This design comes from an exercise in tuning for small area, a short achievable clock period and few clock cycles per item on the open sky130 flow, not from production work.
Only simulation tests tie the RTL to the original design; equivalence was not proved.

==> design/flow/design.v <==
module rfid_tag_decoder (
    input  wire        clk,
    input  wire        rst_n,
    input  wire        rx_valid,
    input  wire [7:0]  rx_data,
    output reg         dec_valid,
    output reg  [1:0]  dec_status,
    output reg  [39:0] dec_id
);
    localparam [1:0] ST_OK       = 2'd0;
    localparam [1:0] ST_FRAMING  = 2'd1;
    localparam [1:0] ST_ENCODING = 2'd2;
    localparam [1:0] ST_CHECKSUM = 2'd3;
    localparam [7:0] STX = 8'h02;
    localparam [7:0] CR  = 8'h0D;
    localparam [7:0] LF  = 8'h0A;
    localparam [7:0] ETX = 8'h03;
    reg [3:0] pos;
    reg [7:0] buf0, buf1, buf2, buf3, buf4, buf5;
    wire       is_dec = (rx_data >= 8'h30) && (rx_data <= 8'h39);
    wire       is_af  = (rx_data >= 8'h41) && (rx_data <= 8'h46);
    wire       is_hex = is_dec || is_af;
    wire [3:0] nib    = is_dec ? rx_data[3:0] : (rx_data[3:0] + 4'd9);
    wire [7:0] xsum   = buf0 ^ buf1 ^ buf2 ^ buf3 ^ buf4;
    always @(posedge clk) begin
        if (!rst_n) begin
            pos       <= 4'd0;
            dec_valid <= 1'b0;
        end else begin
            dec_valid <= 1'b0;
            if (rx_valid) begin
                if (pos == 4'd0) begin
                    if (rx_data == STX) begin
                        pos <= 4'd1;
                    end else begin
                        dec_valid  <= 1'b1;
                        dec_status <= ST_FRAMING;
                    end
                end else if (pos <= 4'd12) begin
                    if (!is_hex) begin
                        dec_valid  <= 1'b1;
                        dec_status <= ST_ENCODING;
                        pos        <= 4'd0;
                    end else begin
                        case (pos)
                            4'd1:  buf0[7:4] <= nib;
                            4'd2:  buf0[3:0] <= nib;
                            4'd3:  buf1[7:4] <= nib;
                            4'd4:  buf1[3:0] <= nib;
                            4'd5:  buf2[7:4] <= nib;
                            4'd6:  buf2[3:0] <= nib;
                            4'd7:  buf3[7:4] <= nib;
                            4'd8:  buf3[3:0] <= nib;
                            4'd9:  buf4[7:4] <= nib;
                            4'd10: buf4[3:0] <= nib;
                            4'd11: buf5[7:4] <= nib;
                            default: buf5[3:0] <= nib;
                        endcase
                        pos <= pos + 4'd1;
                    end
                end else if (pos == 4'd13) begin
                    if (rx_data == CR) begin
                        pos <= 4'd14;
                    end else begin
                        dec_valid  <= 1'b1;
                        dec_status <= ST_FRAMING;
                        pos        <= 4'd0;
                    end
                end else if (pos == 4'd14) begin
                    if (rx_data == LF) begin
                        pos <= 4'd15;
                    end else begin
                        dec_valid  <= 1'b1;
                        dec_status <= ST_FRAMING;
                        pos        <= 4'd0;
                    end
                end else begin
                    dec_valid <= 1'b1;
                    pos       <= 4'd0;
                    if (rx_data != ETX)
                        dec_status <= ST_FRAMING;
                    else if (xsum != buf5)
                        dec_status <= ST_CHECKSUM;
                    else begin
                        dec_status <= ST_OK;
                        dec_id     <= {buf0, buf1, buf2, buf3, buf4};
                    end
                end
            end
        end
    end
endmodule
module rfid_store #(
    parameter CAPACITY    = 16,
    parameter TIME_UNIT_S = 3600,
    parameter NV_ADDR_W   = 16
) (
    input  wire                 clk,
    input  wire                 rst_n,
    input  wire                 cmd_valid,
    input  wire [63:0]          cmd_data,
    output wire                 cmd_ready,
    output reg                  rsp_valid,
    output reg  [3:0]           rsp_code,
    output reg  [7:0]           rsp_info,
    output reg                  rsp_flag,
    output wire                 st_init,
    output wire [3:0]           st_fault,
    output wire [7:0]           st_count,
    output reg                  nv_req,
    output reg                  nv_we,
    output reg  [NV_ADDR_W-1:0] nv_addr,
    output reg  [7:0]           nv_wdata,
    input  wire                 nv_ack,
    input  wire                 nv_err,
    input  wire [7:0]           nv_rdata
);
    localparam IW = $clog2(CAPACITY);
    localparam [3:0] OP_INIT    = 4'h1;
    localparam [3:0] OP_ADVANCE = 4'h2;
    localparam [3:0] OP_CHECK   = 4'h3;
    localparam [3:0] OP_ADD     = 4'h4;
    localparam [3:0] OP_CLEAR   = 4'h5;
    localparam [3:0] RC_OK       = 4'h0;
    localparam [3:0] RC_ALLOWED  = 4'h1;
    localparam [3:0] RC_DENIED   = 4'h2;
    localparam [3:0] RC_UNKNOWN  = 4'h3;
    localparam [3:0] RC_ILLEGAL  = 4'h8;
    localparam [3:0] RC_NOT_INIT = 4'h9;
    localparam [3:0] RC_NV_FAULT = 4'hA;
    localparam [3:0] RC_LOAD     = 4'hB;
    localparam [3:0] RC_FAULTED  = 4'hC;
    localparam [3:0] S_IDLE      = 4'd0;
    localparam [3:0] S_LOOKUP    = 4'd1;
    localparam [3:0] S_CHECK     = 4'd2;
    localparam [3:0] S_VICTIM    = 4'd3;
    localparam [3:0] S_ADDWR     = 4'd4;
    localparam [3:0] S_ADDNV     = 4'd5;
    localparam [3:0] S_FOLD      = 4'd6;
    localparam [3:0] S_INIT_R1   = 4'd7;
    localparam [3:0] S_INIT_CNT  = 4'd8;
    localparam [3:0] S_INIT_LOAD = 4'd9;
    localparam [3:0] S_CLEAR     = 4'd10;
    reg [39:0] t_id    [0:CAPACITY-1];
    reg [7:0]  t_int   [0:CAPACITY-1];
    reg [31:0] t_carry [0:CAPACITY-1];
    reg [31:0] t_last  [0:CAPACITY-1];
    reg        initialized;
    reg [3:0]  fault;
    reg [7:0]  num;
    reg [31:0] now_reg;
    reg        busy;
    reg [3:0]  state;
    reg [3:0]  c_op;
    reg [31:0] c_now;
    reg [39:0] c_id;
    reg [7:0]  c_int;
    reg [7:0]  idx;        
    reg [2:0]  bi;         
    reg [7:0]  ln;         
    reg        evicted;
    reg [IW-1:0] best;
    reg [31:0] best_e;
    assign cmd_ready = !busy;
    assign st_init   = initialized;
    assign st_fault  = fault;
    assign st_count  = num;
    wire [3:0] w_op  = cmd_data[3:0];
    reg        w_legal;
    always @(*) begin
        case (w_op)
            OP_INIT:    w_legal = (cmd_data & 64'hFFFF00000000FFEF) == 64'h0000000000000001;
            OP_ADVANCE: w_legal = (cmd_data & 64'hFFFF00000000FFFF) == 64'h0000000000000002;
            OP_CHECK:   w_legal = (cmd_data & 64'hFF0000000000FFFF) == 64'h0000000000000003;
            OP_ADD:     w_legal = (cmd_data & 64'h000000000000FFFF) == 64'h0000000000000004;
            OP_CLEAR:   w_legal = cmd_data == 64'h0000000000000005;
            default:    w_legal = 1'b0;
        endcase
    end
    wire [31:0] w_now = cmd_data[47:16];
    wire [IW-1:0] slot     = idx[IW-1:0];
    wire [31:0]   since    = now_reg - t_last[slot];
    wire [31:0]   elapsed  = (since / 32'd1000) + (t_carry[slot] / 32'd1000);
    wire [31:0]   required = t_int[slot] * TIME_UNIT_S;
    wire [32:0]   fold_sum = {1'b0, t_carry[slot]} + {1'b0, since};
    wire [31:0]   fold_sat = fold_sum[32] ? 32'hFFFFFFFF : fold_sum[31:0];
    wire [NV_ADDR_W-1:0] rec_base = 1 + 6 * idx;
    always @(posedge clk) begin
        if (!rst_n) begin
            state       <= S_IDLE;
            busy        <= 1'b0;
            initialized <= 1'b0;
            fault       <= 4'd0;
            num         <= 8'd0;
            rsp_valid   <= 1'b0;
            nv_req      <= 1'b0;
        end else begin
            rsp_valid <= 1'b0;
            case (state)
            S_IDLE: begin
                if (cmd_valid) begin
                    busy  <= 1'b1;
                    c_op  <= w_op;
                    c_now <= w_now;
                    c_id  <= cmd_data[55:16];
                    c_int <= cmd_data[63:56];
                    if (fault != 4'd0) begin
                        respond(RC_FAULTED, 8'd0, 1'b0);
                    end else if (!w_legal) begin
                        raise_fault(RC_ILLEGAL);
                    end else if (w_op != OP_INIT && !initialized) begin
                        raise_fault(RC_NOT_INIT);
                    end else begin
                        case (w_op)
                        OP_INIT: begin
                            nv_req   <= 1'b1;
                            nv_addr  <= 0;
                            if (cmd_data[4]) begin
                                nv_we    <= 1'b1;
                                nv_wdata <= 8'h00;
                                state    <= S_INIT_R1;
                            end else begin
                                nv_we    <= 1'b0;
                                state    <= S_INIT_CNT;
                            end
                        end
                        OP_ADVANCE: begin
                            if (w_now < now_reg && num != 8'd0) begin
                                idx   <= 8'd0;
                                state <= S_FOLD;
                            end else begin
                                now_reg <= w_now;
                                respond(RC_OK, num, w_now < now_reg);
                            end
                        end
                        OP_CLEAR: begin
                            num      <= 8'd0;
                            nv_req   <= 1'b1;
                            nv_we    <= 1'b1;
                            nv_addr  <= 0;
                            nv_wdata <= 8'h00;
                            state    <= S_CLEAR;
                        end
                        default: begin  
                            idx   <= 8'd0;
                            state <= S_LOOKUP;
                        end
                        endcase
                    end
                end
            end
            S_LOOKUP: begin
                if (idx == num) begin
                    if (c_op == OP_CHECK) begin
                        respond(RC_UNKNOWN, 8'd0, 1'b0);
                    end else if (num < CAPACITY) begin
                        num     <= num + 8'd1;
                        evicted <= 1'b0;
                        state   <= S_ADDWR;
                    end else begin
                        idx   <= 8'd0;
                        state <= S_VICTIM;
                    end
                end else if (t_id[slot] == c_id) begin
                    evicted <= 1'b0;
                    state   <= (c_op == OP_CHECK) ? S_CHECK : S_ADDWR;
                end else begin
                    idx <= idx + 8'd1;
                end
            end
            S_CHECK: begin
                if (elapsed >= required) begin
                    t_carry[slot] <= 32'd0;
                    t_last[slot]  <= now_reg;
                    respond(RC_ALLOWED, idx, 1'b0);
                end else begin
                    respond(RC_DENIED, idx, 1'b0);
                end
            end
            S_VICTIM: begin
                if (idx == 8'd0 || elapsed > best_e) begin
                    best   <= slot;
                    best_e <= elapsed;
                end
                if (idx == CAPACITY - 1) begin
                    if (idx == 8'd0 || elapsed > best_e)
                        idx <= idx;
                    else
                        idx <= {{(8-IW){1'b0}}, best};
                    evicted <= 1'b1;
                    state   <= S_ADDWR;
                end else begin
                    idx <= idx + 8'd1;
                end
            end
            S_ADDWR: begin
                t_id[slot]    <= c_id;
                t_int[slot]   <= c_int;
                t_carry[slot] <= 32'hFFFFFFFF;
                t_last[slot]  <= now_reg;
                bi       <= 3'd0;
                nv_req   <= 1'b1;
                nv_we    <= 1'b1;
                nv_addr  <= rec_base;
                nv_wdata <= c_id[39:32];
                state    <= S_ADDNV;
            end
            S_ADDNV: begin
                if (nv_err) begin
                    nv_req <= 1'b0;
                    raise_fault(RC_NV_FAULT);
                end else if (nv_ack) begin
                    bi <= bi + 3'd1;
                    case (bi)
                    3'd0: begin nv_addr <= nv_addr + 1; nv_wdata <= c_id[31:24]; end
                    3'd1: begin nv_addr <= nv_addr + 1; nv_wdata <= c_id[23:16]; end
                    3'd2: begin nv_addr <= nv_addr + 1; nv_wdata <= c_id[15:8];  end
                    3'd3: begin nv_addr <= nv_addr + 1; nv_wdata <= c_id[7:0];   end
                    3'd4: begin nv_addr <= nv_addr + 1; nv_wdata <= c_int;       end
                    3'd5: begin nv_addr <= 0;           nv_wdata <= num;         end
                    default: begin
                        nv_req <= 1'b0;
                        respond(RC_OK, idx, evicted);
                    end
                    endcase
                end
            end
            S_FOLD: begin
                t_carry[slot] <= fold_sat;
                t_last[slot]  <= c_now;
                if (idx == num - 8'd1) begin
                    now_reg <= c_now;
                    respond(RC_OK, num, 1'b1);
                end else begin
                    idx <= idx + 8'd1;
                end
            end
            S_INIT_R1: begin
                if (nv_err) begin
                    nv_req <= 1'b0;
                    raise_fault(RC_NV_FAULT);
                end else if (nv_ack) begin
                    nv_req      <= 1'b0;
                    num         <= 8'd0;
                    now_reg     <= c_now;
                    initialized <= 1'b1;
                    respond(RC_OK, 8'd0, 1'b1);
                end
            end
            S_INIT_CNT: begin
                if (nv_err) begin
                    nv_req <= 1'b0;
                    raise_fault(RC_NV_FAULT);
                end else if (nv_ack) begin
                    if (nv_rdata > CAPACITY) begin
                        nv_req <= 1'b0;
                        raise_fault(RC_LOAD);
                    end else if (nv_rdata == 8'd0) begin
                        nv_req      <= 1'b0;
                        num         <= 8'd0;
                        now_reg     <= c_now;
                        initialized <= 1'b1;
                        respond(RC_OK, 8'd0, 1'b0);
                    end else begin
                        ln      <= nv_rdata;
                        idx     <= 8'd0;
                        bi      <= 3'd0;
                        nv_addr <= 1;
                        state   <= S_INIT_LOAD;
                    end
                end
            end
            S_INIT_LOAD: begin
                if (nv_err) begin
                    nv_req <= 1'b0;
                    raise_fault(RC_NV_FAULT);
                end else if (nv_ack) begin
                    nv_addr <= nv_addr + 1;
                    case (bi)
                    3'd0: t_id[slot][39:32] <= nv_rdata;
                    3'd1: t_id[slot][31:24] <= nv_rdata;
                    3'd2: t_id[slot][23:16] <= nv_rdata;
                    3'd3: t_id[slot][15:8]  <= nv_rdata;
                    3'd4: t_id[slot][7:0]   <= nv_rdata;
                    default: begin
                        t_int[slot]   <= nv_rdata;
                        t_carry[slot] <= 32'hFFFFFFFF;
                        t_last[slot]  <= 32'd0;
                    end
                    endcase
                    if (bi == 3'd5) begin
                        bi <= 3'd0;
                        if (idx == ln - 8'd1) begin
                            nv_req      <= 1'b0;
                            num         <= ln;
                            now_reg     <= c_now;
                            initialized <= 1'b1;
                            respond(RC_OK, ln, 1'b0);
                        end else begin
                            idx <= idx + 8'd1;
                        end
                    end else begin
                        bi <= bi + 3'd1;
                    end
                end
            end
            S_CLEAR: begin
                if (nv_err) begin
                    nv_req <= 1'b0;
                    raise_fault(RC_NV_FAULT);
                end else if (nv_ack) begin
                    nv_req <= 1'b0;
                    respond(RC_OK, 8'd0, 1'b0);
                end
            end
            default: state <= S_IDLE;
            endcase
        end
    end
    task respond(input [3:0] code, input [7:0] info, input flag);
        begin
            rsp_valid <= 1'b1;
            rsp_code  <= code;
            rsp_info  <= info;
            rsp_flag  <= flag;
            busy      <= 1'b0;
            state     <= S_IDLE;
        end
    endtask
    task raise_fault(input [3:0] code);
        begin
            fault <= code;
            respond(code, 8'd0, 1'b0);
        end
    endtask
endmodule
module rfidmeter_core (
    input  wire        clk,
    input  wire        rst_n,
    input  wire        rx_valid,
    input  wire [7:0]  rx_data,
    output wire        rx_ready,
    output wire        dec_valid,
    output wire [1:0]  dec_status,
    output wire [39:0] dec_id,
    input  wire        cmd_valid,
    input  wire [63:0] cmd_data,
    output wire        cmd_ready,
    output wire        rsp_valid,
    output wire [3:0]  rsp_code,
    output wire [7:0]  rsp_info,
    output wire        rsp_flag,
    output wire        st_init,
    output wire [3:0]  st_fault,
    output wire [7:0]  st_count,
    output wire        nv_req,
    output wire        nv_we,
    output wire [15:0] nv_addr,
    output wire [7:0]  nv_wdata,
    input  wire        nv_ack,
    input  wire        nv_err,
    input  wire [7:0]  nv_rdata
);
    assign rx_ready = 1'b1;
    rfid_tag_decoder u_dec (
        .clk        (clk),
        .rst_n      (rst_n),
        .rx_valid   (rx_valid),
        .rx_data    (rx_data),
        .dec_valid  (dec_valid),
        .dec_status (dec_status),
        .dec_id     (dec_id)
    );
    rfid_store #(
        .CAPACITY    (16),
        .TIME_UNIT_S (3600),
        .NV_ADDR_W   (16)
    ) u_store (
        .clk       (clk),
        .rst_n     (rst_n),
        .cmd_valid (cmd_valid),
        .cmd_data  (cmd_data),
        .cmd_ready (cmd_ready),
        .rsp_valid (rsp_valid),
        .rsp_code  (rsp_code),
        .rsp_info  (rsp_info),
        .rsp_flag  (rsp_flag),
        .st_init   (st_init),
        .st_fault  (st_fault),
        .st_count  (st_count),
        .nv_req    (nv_req),
        .nv_we     (nv_we),
        .nv_addr   (nv_addr),
        .nv_wdata  (nv_wdata),
        .nv_ack    (nv_ack),
        .nv_err    (nv_err),
        .nv_rdata  (nv_rdata)
    );
endmodule
==> design/flow/run.sh <==
#!/bin/bash
# synth_recipe.tcl (not shown) runs the flow's synth.tcl, then flattens the netlist and writes it again
# the make line also repeats each setting of config.mk as NAME=value (left out here)
make -C /OpenROAD-flow-scripts/flow DESIGN_CONFIG=/design/flow/config.mk WORK_HOME=/design/flow/orfs CLKGATE_MAP_FILE= SYNTH_SCRIPT=/design/flow/synth_recipe.tcl finish
==> design/flow/config.mk <==
export PLATFORM = sky130hd
export DESIGN_NAME = rfidmeter_core
export DESIGN_NICKNAME = rfidmeter_core
export VERILOG_FILES = /design/flow/design.v
export SDC_FILE = /design/flow/constraint.sdc
export NUM_CORES = 4
export LEC_CHECK = 0
export CAP_MARGIN = 20
export CORE_MARGIN = 2
export CORE_UTILIZATION = 40
export SLEW_MARGIN = 20
==> design/flow/constraint.sdc <==
create_clock -name core_clock -period 30.0 [get_ports {clk}]
set_input_delay 6.0000 -clock core_clock [delete_from_list [all_inputs] [get_ports {clk}]]
set_output_delay 6.0000 -clock core_clock [all_outputs]
set_load 0.01 [all_outputs]
==> run notes <==
==> cell usage after synthesis, drive strengths merged (23+ instances only) <==
library cell | count | area, um2
or3 | 35 | 224
nor4 | 61 | 439
nand2 | 407 | 1530
o21bai | 29 | 225
a22oi | 25 | 193
edfxtp | 2052 | 61600
xnor2 | 239 | 2160
nor3 | 108 | 588
mux2i | 60 | 636
nand4 | 71 | 459
and3 | 55 | 359
a21o | 50 | 375
nor2b | 42 | 263
dfxtp | 28 | 561
a221oi | 25 | 303
a211o | 24 | 213
o31ai | 36 | 327
a21oi | 332 | 1740
nand2b | 61 | 382
o2111ai | 23 | 220
o22ai | 34 | 213
nand3 | 144 | 736
xor2 | 55 | 512
a31oi | 55 | 444
buf | 116 | 631
o21ai | 235 | 1220
and2 | 49 | 309
o211ai | 78 | 648
a211oi | 68 | 586
or2 | 37 | 231
mux4 | 552 | 12400
inv | 299 | 1120
o21a | 34 | 263
clkbuf | 196 | 737
a311oi | 23 | 220
nor2 | 443 | 1680
mux2 | 105 | 1190
ha | 229 | 2870
==> routing by layer <==
metal,track usage,vias to the layer above
li1,-,28100
met1,0.310,33300
met2,0.355,2568
met3,0.0312,496
met4,0.0851,4
met5,0,-
==> worst min-delay path by stage <==
stage | from | cells past startpoint | end
finish | u_store.busy | 2 | u_store.busy
global route | u_dec.buf3[0] | 0 | u_dec.dec_id[8]
CTS | u_store.busy | 2 | u_store.busy
detailed placement | u_store.busy | 2 | u_store.busy
global placement | u_store.busy | 2 | u_store.busy
floorplan | u_store.busy | 2 | u_store.busy
==> cell usage in the layout, fill, tap and decap left out, types with 29 or more instances in the layout <==
master           Yosys  layout
edfxtp_1          2052    2052
mux4_2             552     552
nor2_1             438     421
nand2_1            407     407
a21oi_1            318     277
inv_1              277     277
ha_1               229     229
xnor2_1            231     227
clkbuf_16            0     215
o21ai_0            193     193
clkdlybuf4s50_1      0     181
buf_4               10     156
nand3_1            141     141
mux2_2              99      99
nor3_1             101      98
nand4_1             70      70
o211ai_1            69      69
clkinv_1            12      62
nand2b_1            61      61
a211oi_1            56      55
mux2i_1             53      52
a21oi_2             10      51
and3_1              52      51
a21o_1              50      50
nor4_1              56      49
xor2_1              51      49
clkbuf_1           195      49
and2_1              47      47
a31oi_1             46      46
nor2b_1             42      42
clkinv_2             0      39
or3_1               34      34
o22ai_1             34      34
o21ai_1             34      32
o21a_1              33      32
o31ai_1             30      29
==> final cells by class <==
| class | count | area (um2) |
|---|---|---|
| inverter | 311 | 1180 |
| antenna | 10 | 25.0 |
| sequential | 2080 | 62200 |
| multi-input combinational | 4185 | 38300 |
| clock inverter | 130 | 1240 |
| tap | 3366 | 4210 |
| timing repair buffer | 352 | 3210 |
| fill | 22000 | 138000 |
| clock buffer | 265 | 5580 |
==> through the flow <==
step                      setup WS [ps]  cells  instance area, um2   util
after floorplan                    -941   6887              103000      -
after global placement             1520  10300              109000  0.427
after detailed placement           1150  10300              109000  0.427
after CTS                          1030  10700              116000  0.454
after global routing              -22.6  10700              116000  0.456
final                              2150  10700              116000  0.456
==> tightest hold or removal path: cells and delay by family, from the launching register on <==
family	cells	cell delay, ps
AO/OA/AOI/OAI	1	50
flip-flops	1	310
AND/OR/NAND/NOR	1	50
==> what timing repair did <==
action                                  CTS  global route
endpoints found under the setup margin    0          1064
gates resized for setup                   0            28
setup buffers                             0             7
==> logic make-up after synthesis <==
family	after synthesis	share of synthesized area
flops	2080	0.607
other cells	2	0.0000733
compound gates	1338	0.0961
simple gates	1581	0.0758
fa+ha+maj	252	0.0314
xor+xnor	294	0.0261
buf+inv	623	0.0248
mux	717	0.139
==> results.cfg <==
[worst_setup_path]
worstReg2RegEnd = u_store.t_last[9][31]
slowest_stage = buf_6
cp-start-kind = register
path_max_fanout = 48
criticalPathCategory = register to register
crit_family = compound AO/OA/AOI/OAI gates
reg2reg_depth = 95
end_kind = register
ff2ff_setup_slack_ps = 2150
worst-path-buf-inv = 9
worstSetupPathDepth = 95
max_stage_delay_ps = 640
crit_top_cell = a21oi_1
endpoint = u_store.t_last[9][31]
cp.required_ps = 30470
arrival_ps = 28320

[placement]
dpl.hpwl_um = 205000
gp_congestion = 0.920
io_buffers = 181

[flow_run]
drv_cap = 0

[floorplan]
core_um2 = 254000
start_util = 0.403
die_area_um2 = 260000
die_h_um = 510
fp-row-count = 185
die_w_um = 510
ios = 184

[timing]
slew_viol_final = 0
worstMarginPinSlew_ps = 1350
setup_viol = 0
relSlewSlack = 0.0960
finalHoldViolCount = 0
max_freq_ghz = 0.0359
post-route-period-util = 0.928
finClkSkew_ps = 88.8
min_period_ps = 27850
tns_ps = 0
whs_ps = 454

[logic_synthesis]
syn_area_um2 = 103000
syn-num-nets = 7214
synth.distinct_cells = 158
synth.avg_cell_area_um2 = 14.9
yosysSeqAreaShare = 0.607
synth_edf_count = 2052
async_reset_ff_frac = 0
synth_flop_cell = edfxtp_1
yosys_warnings = 2
synth-seq-cells = 2080
syn_inst = 6887

[layout]
nNetsFinal = 7470
drive_gt1_frac = 0.195
area_delta_synth_final_pct = 13.1
largest_register_ffs = 640
top_register = u_store.t_id
top_regs = u_store.t_id x640, u_store.t_carry x512, u_store.t_last x512

[global_routing]
grt_pass1_vias = 62400
grt_max_degree = 94
grt_antenna_before_repair = 11
grt_pass1_wl_um = 429000
groute.usage.overall = 0.223
grt-ovfl-total = 0

[route]
met1Wirelength_um = 125000
via_per_inst = 6.02
wl_met2_um = 140000
drtAntennaViolNets = 0
drtIter0Drc = 7031
drc_errors = 0
firstDrtPassIters = 8
top_layer = met5
wl_met3_um = 19800
vias = 64500
drt-total-wl_um = 296000
wl_per_cell_um = 27.7

[clock_tree]
worstSkewPairLatency_ps = 910
root_buffer = clkbuf_16
clkTransAtPathRegs_ps = 70
hold_buffers = 0
cts_buffers = 213
tritoncts = built
clk_path_buf_depth = 3
cts_sinks = 2080
cts.htree.levels = 4

[worst_hold_path]
min_path_type = register to register

[run_status]
status = finished clean
Testbench counts, summed over its fixed seeds: cycles 41,038, commands 4,800.

==> port drivers added, routing unchanged <==
In the flow no input, the clock included, has a driving cell. The finished layout below was timed again as built, in two steps.
Step 1 (the two cells are an assumption about what drives the block):
set clk [get_ports {clk}]
set_driving_cell -lib_cell sky130_fd_sc_hd__clkbuf_16 $clk
set_driving_cell -lib_cell sky130_fd_sc_hd__buf_2 [delete_from_list [all_inputs] $clk]
Step 2 times the ports against the registers' clock, not the clock port: input delays grow and output delays shrink by t, the midpoint of the rising clock arrivals with the driver on.
Slacks: ideal / step 1 / step 2; pairs: ideal / step 1.
t (ns): 0.954
setup WS [ns]: 2.151 / 2.151 / 2.151
worst slew at a driven data input, ns: 0.32
After both steps setup and hold are still met in this run. The setup slack of this run moves by 0.000 ns with the drivers and by 0.000 ns with both steps.
